From an optimization exercise on the open Yosys and OpenROAD flow, aimed at a short achievable clock period and few clock cycles; shortcuts taken in it are not production practice.
The RTL was checked by simulation tests, not by an equivalence proof against the original design.
Power and IR drop assume default switching activity.

Setup of north:
==> flow/design.v (excerpt) <==
module beebc_core (
    input  wire       clk,
    input  wire       rst,         
    output wire [3:0] mem_addr,
    input  wire [7:0] mem_rdata,
    output wire [7:0] mem_wdata,
    output wire       mem_we,
    output wire [7:0] out,
    output wire       out_strobe,
    output wire       halted
);
clock: 5.0 ns
lec_check: 0
abc_clock_period_in_ps: 2000
cap_margin: 20
core_margin: 2
core_utilization: 40
setup_slack_margin: 3.0
slew_margin: 20
run.sh (not shown) runs the stock make flow with config.mk's settings and CLKGATE_MAP_FILE= SYNTH_SCRIPT=/design/flow/synth_recipe.tcl, a recipe that flattens the netlist after the stock synthesis.
Testbench counts of north, summed over its fixed seeds: cycles 26,090.
## Diff of input files: south against north
--- a/flow/design.v
+++ b/flow/design.v
@@ -86,22 +86,22 @@
         begin
             sel8 = 8'h00;
             for (k = 0; k < 16; k = k + 1)
                 sel8 = sel8 | (mc[k] & {8{oh[k]}});
         end
     endfunction
     wire run = ~halted_r;
     wire rd  = ~pwe;
     wire [3:0] xn = xir[3:0];
-    wire x_exec  = run & xv & ~(x_hlt & out_valid);
+    wire x_exec  = run & xv & ~((x_lda | x_alu) & ~bv & ~p_opnd) & ~(x_hlt & out_valid);
     wire [7:0] b = bv ? bop : mem_rdata;
     wire advance = run & (~xv | x_exec);    
-    wire x_flags = run & xv & x_alu;        
+    wire x_flags = x_exec & x_alu;          
     wire [7:0] sum, dif;
     wire       s_co, d_co;
     beebc_add8 u_add (.x(a), .y(b),    .ci(1'b0), .s(sum), .co(s_co));
     beebc_add8 u_sub (.x(a), .y(~b),   .ci(1'b1), .s(dif), .co(d_co));
     wire       ovf   = x_sub ? ~d_co : s_co;    
     wire [7:0] r     = x_sub ? dif : sum;
     wire       z_new = x_sub ? (a == b) : ((a == 8'h00) & (b == 8'h00));
     wire [7:0] alu_next = ovf ? alu : r;
     wire [7:0] a_ld  = (x_exec & x_lda) ? b : ((x_exec & x_ldi) ? {4'h0, xn} : a);
@@ -162,22 +162,25 @@
     wire  [3:0] b_fpc  = b_use ? b_n : fpc1;
     wire        b_fv   = ~b_use & m2_v & ~(b_sta & (b_n == fpc1));
     wire halt_nx = halted_r | halted_o | (x_exec & x_hlt);
     wire outv_nx = x_exec & x_out;
     wire       jd_sta  = f_sta & ~halt_nx;
     wire       f_ld    = f_lda | f_alu;
     wire [3:0] jn1     = jn + 4'd1;
     wire [15:0] fpc2_oh = rotl(fpc1_oh);
     wire [15:0] jn1_oh  = rotl(f_oh);
+    wire       hd_sta  = xv & x_sta & ~halt_nx;
+    wire       hd_opnd = xv & (x_lda | x_alu) & ~bv & ~p_opnd;
     wire       fv_h    = fv | f_fill;
     wire [3:0] pf_h    = |(mv & fpc1_oh) ? fpc2 : fpc1;
     wire       s_step  = advance & jv;
     wire       s_pick  = advance & pend;
+    wire       s_hold  = ~advance & (hd_sta | hd_opnd);
     wire       s_fill  = ~fv_h;
     wire [3:0] c_pa   [0:3];
     wire       c_opnd [0:3];
     wire       c_fill [0:3];
     genvar gi;
     generate
         for (gi = 0; gi < 4; gi = gi + 1) begin : dec
             wire ok1 = gi[0];    
             wire ok2 = gi[1];    
@@ -206,34 +209,36 @@
                         pa_c = b_n;
                     else if (b_pend)
                         pa_c = fpc1;
                     else if (b_fv)
                         pa_c = fpc2;
                     else begin
                         pa_c   = b_fpc;
                         fill_c = 1'b1;
                     end
-                end else if (s_fill) begin
+                end else if (s_hold)
+                    pa_c = xn;
+                else if (s_fill) begin
                     pa_c   = fpc;
                     fill_c = 1'b1;
                 end else
                     pa_c = pf_h;
             end
             assign c_pa[gi]   = pa_c;
             assign c_fill[gi] = fill_c;
-            assign c_opnd[gi] = s_step ? opnd : (byp & b_ld & ~b_bv);
+            assign c_opnd[gi] = s_step ? opnd : (byp ? (b_ld & ~b_bv) : (s_hold & hd_opnd));
         end
     endgenerate
     wire [1:0] okc     = {m2okf, m1ok};
     wire [3:0] pa_nx   = c_pa[okc];
     wire       fill_nx = c_fill[okc];
     wire       opnd_nx = c_opnd[okc];
-    wire       pwe_nx  = s_step ? jd_sta : (byp & b_sta & ~halt_nx);
+    wire       pwe_nx  = s_step ? jd_sta : (byp ? (b_sta & ~halt_nx) : (s_hold & hd_sta));
     wire       jd_opnd = f_ld & ~m1ok;
     wire m1_hlt  = m1ok & (m1[7:4] == 4'hf);
     wire m2_hlt  = m2okf & (m2[7:4] == 4'hf);
     wire fa_hlt  = ~j_pend & (j_taken ? m1_hlt : m2_hlt);
     wire early_a = jv & ~((f_lda | f_alu) & ~m1ok) & ~f_sta & ~f_out & fa_hlt;
     wire fh_hlt  = ~pend & fv & f_hlt;
     wire early_h = xv & ~((x_lda | x_alu) & ~bv & ~p_opnd) & ~x_sta & ~x_out & fh_hlt;
     always @(posedge clk) begin
         if (rst) begin
[summary]
- Design area is higher on north
- Clock distribution power delta (north -> south): insignificant
- Going from north to south, fraction of area in registers +0.64 points; total power higher; overall routing resource usage increased by 0.24 points relative to the old numbers; number of setup buffers added after CTS shrank by 19.
- The sequential-cell power consumption reported for south is greater than that of north by about 9%.
Testbench counts of south, summed over its fixed seeds: cycles 26,090.

---

Another version of the RTL of beebc_core (not shown whole).
Size in the first run: ~2000 cells after synthesis, roughly 310 flip-flops.
export LEC_CHECK = 0
export ABC_CLOCK_PERIOD_IN_PS = 2000
export CAP_MARGIN = 20
export CORE_MARGIN = 2
export CORE_UTILIZATION = 40
export SETUP_SLACK_MARGIN = 3.0
export SLEW_MARGIN = 20
create_clock -name core_clock -period 5.0 [get_ports {clk}]
The baseline finished with timing, DRC and antenna clean.
Testbench counts at the start, summed over its fixed seeds: cycles 26,560.
Then changed:
--- a/flow/design.v
+++ b/flow/design.v
@@ -296,21 +296,20 @@
                 if (byp) begin
                     xir   <= mem_rdata;
                     xv    <= 1'b1;
                     x_lda <= b_lda;
                     x_alu <= b_alu;
                     x_sub <= b_sub;
                     x_sta <= b_sta;
                     x_ldi <= b_ldi;
                     x_out <= b_out;
                     x_hlt <= b_hlt;
-                    bop   <= b_op;
                     bv    <= b_bv;
                     fv    <= b_fv;
                     f_oh  <= m2_oh;
                     fbv   <= 1'b0;
                     pend  <= b_pend;
                     pkind <= b_jz;
                     fpc     <= b_fpc;
                     fpc1    <= b_use ? b_n + 4'd1 : fpc2;
                     fpc2    <= b_use ? b_n + 4'd2 : fpc2 + 4'd1;
                     fpc1_oh <= b_use ? rotl(rd_oh) : fpc2_oh;
@@ -322,21 +321,20 @@
                 end else if (advance) begin
                     xir   <= fir;
                     xv    <= jv;
                     x_lda <= f_lda;
                     x_alu <= f_alu;
                     x_sub <= f_sub;
                     x_sta <= f_sta;
                     x_ldi <= f_ldi;
                     x_out <= f_out;
                     x_hlt <= f_hlt;
-                    bop   <= m1;
                     bv    <= m1ok;
                     if (jv) begin
                         f_oh <= f_oh_nx;
                         fv   <= use_a ? m1ok : m2okf;
                         pend <= j_pend;
                         pkind <= f_jz;
                         if (use_a) begin
                             fpc     <= jn;
                             fpc1    <= jn1;
                             fpc2    <= jn + 4'd2;
@@ -359,31 +357,31 @@
                         fv      <= pv;
                         pend    <= 1'b0;
                         fpc     <= ppc;
                         fpc1    <= ppc1;
                         fpc2    <= ppc2;
                         fpc1_oh <= ppc1_oh;
                     end
                     halted_o <= halt_nx | (((jv & f_hlt) | early_a) & ~outv_nx);
                 end else begin
                     if (p_opnd) begin
-                        bop <= mem_rdata;
                         bv  <= 1'b1;
                     end
                     if (f_fill) begin
                         f_oh <= rd_oh;
                         fv   <= 1'b1;
                     end
                     halted_o <= halt_nx | (((xv & x_hlt) | early_h) & ~outv_nx);
                 end
             end
             a <= a_nx;
+            bop <= byp ? b_op : (advance ? m1 : mem_rdata);
             if (x_flags) begin
                 alu <= alu_next;
                 cf  <= ovf;
                 zf  <= z_new;
             end
             if (x_exec) begin
                 if (x_out) out_r <= a;
                 if (x_hlt) halted_r <= 1'b1;
             end
             if (halted_o) halted_r <= 1'b1;
Effect: The new run finished clean; cell area went down by 3.0%; count of clock-buffer cells in the layout drops by 7; setup slack gets worse by 0.052 ns; synthesized area is lower by 1.8%; combinational power drops by about 9%.
Testbench counts after the change, summed over its fixed seeds: cycles 26,560.

---

== run A ==
Another version of the RTL of beebc_core (not shown whole).
For scale: roughly 1600 cells after synthesis, roughly 33 I/O pins, about 16000 um^2 of cells after synthesis.
Settings: LEC_CHECK=0, ABC_CLOCK_PERIOD_IN_PS=2000, CAP_MARGIN=20, CORE_MARGIN=2, CORE_UTILIZATION=40, SETUP_SLACK_MARGIN=3.0, SLEW_MARGIN=20; clock period 5.0 ns.
Testbench counts of run A, summed over its fixed seeds: cycles 27,888.
Modified inputs, run E compared to run A
--- a/flow/design.v
+++ b/flow/design.v
@@ -251,17 +251,17 @@
             halted_o <= 1'b0;
             out_valid <= 1'b0;
             pa       <= 4'h0;
             pwe      <= 1'b0;
             p_opnd   <= 1'b0;
             p_fill   <= 1'b1;
         end else begin
             out_valid <= outv_nx;
-            if (run) begin
+            begin
                 pa     <= pa_nx;
                 pwe    <= pwe_nx;
                 p_opnd <= opnd_nx;
                 p_fill <= fill_nx;
                 if (f_load) begin
                     fir   <= fload;
                 end
                 if (advance) begin
Results
In the metrics for run E and run A, the one carrying the lower minimum setup slack in the final design is run E.
NOTE internal power consumption run A->run E decreased by a few percent
| highest clock frequency the design can meet | run E vs run A | about 2.4% lower |
Relative to run A, run E improves via count.
On clock skew, the lower figure sits with run A, not run E.
Looking at synthesized cell count, run E sits 10 above run A.
The run showing the smaller tapcell count is run E.
Of run E and run A, the lower clock network fraction of design power belongs to run A.
Run A → run E: amount of wire on met2 after detailed routing has decreased, remaining max-slew budget at the tightest pin has increased, relative contribution of combinational cells to total power has decreased.
Testbench counts of run E, summed over its fixed seeds: cycles 27,888.

==> static timing again, ports no longer ideal <==
No port has a modelled driver above. Below, the same layouts with a new extraction and two added sets of constraints. Step 1: set_driving_cell puts a clkbuf_16 on clk and a buf_2 on each other input, an assumption about the parent block. Step 2 also shifts input and output timing later by t, the mid clock arrival at the registers, as if the neighbouring blocks saw the same clock. Three values: ideal, step 1, step 2; two values: the first two.
run	shift t [ns]	slack for setup (ns)	pins driven straight from the clock port
north	0.627	1.931 / 1.931 / 1.396	1
south	0.631	1.919 / 1.919 / 1.463	1
the first run of note 2	0.633	1.998 / 1.998 / 1.817	1
the second run of note 2	0.630	1.946 / 1.946 / 1.493	1
run A	0.597	2.341 / 2.341 / 1.860	1
run E	0.601	2.276 / 2.276 / 2.007	1
After both steps every run listed still meets setup and hold. For north, which loses most, drivers alone change the setup slack by 0.000 ns; drivers and shift together by -0.535 ns.
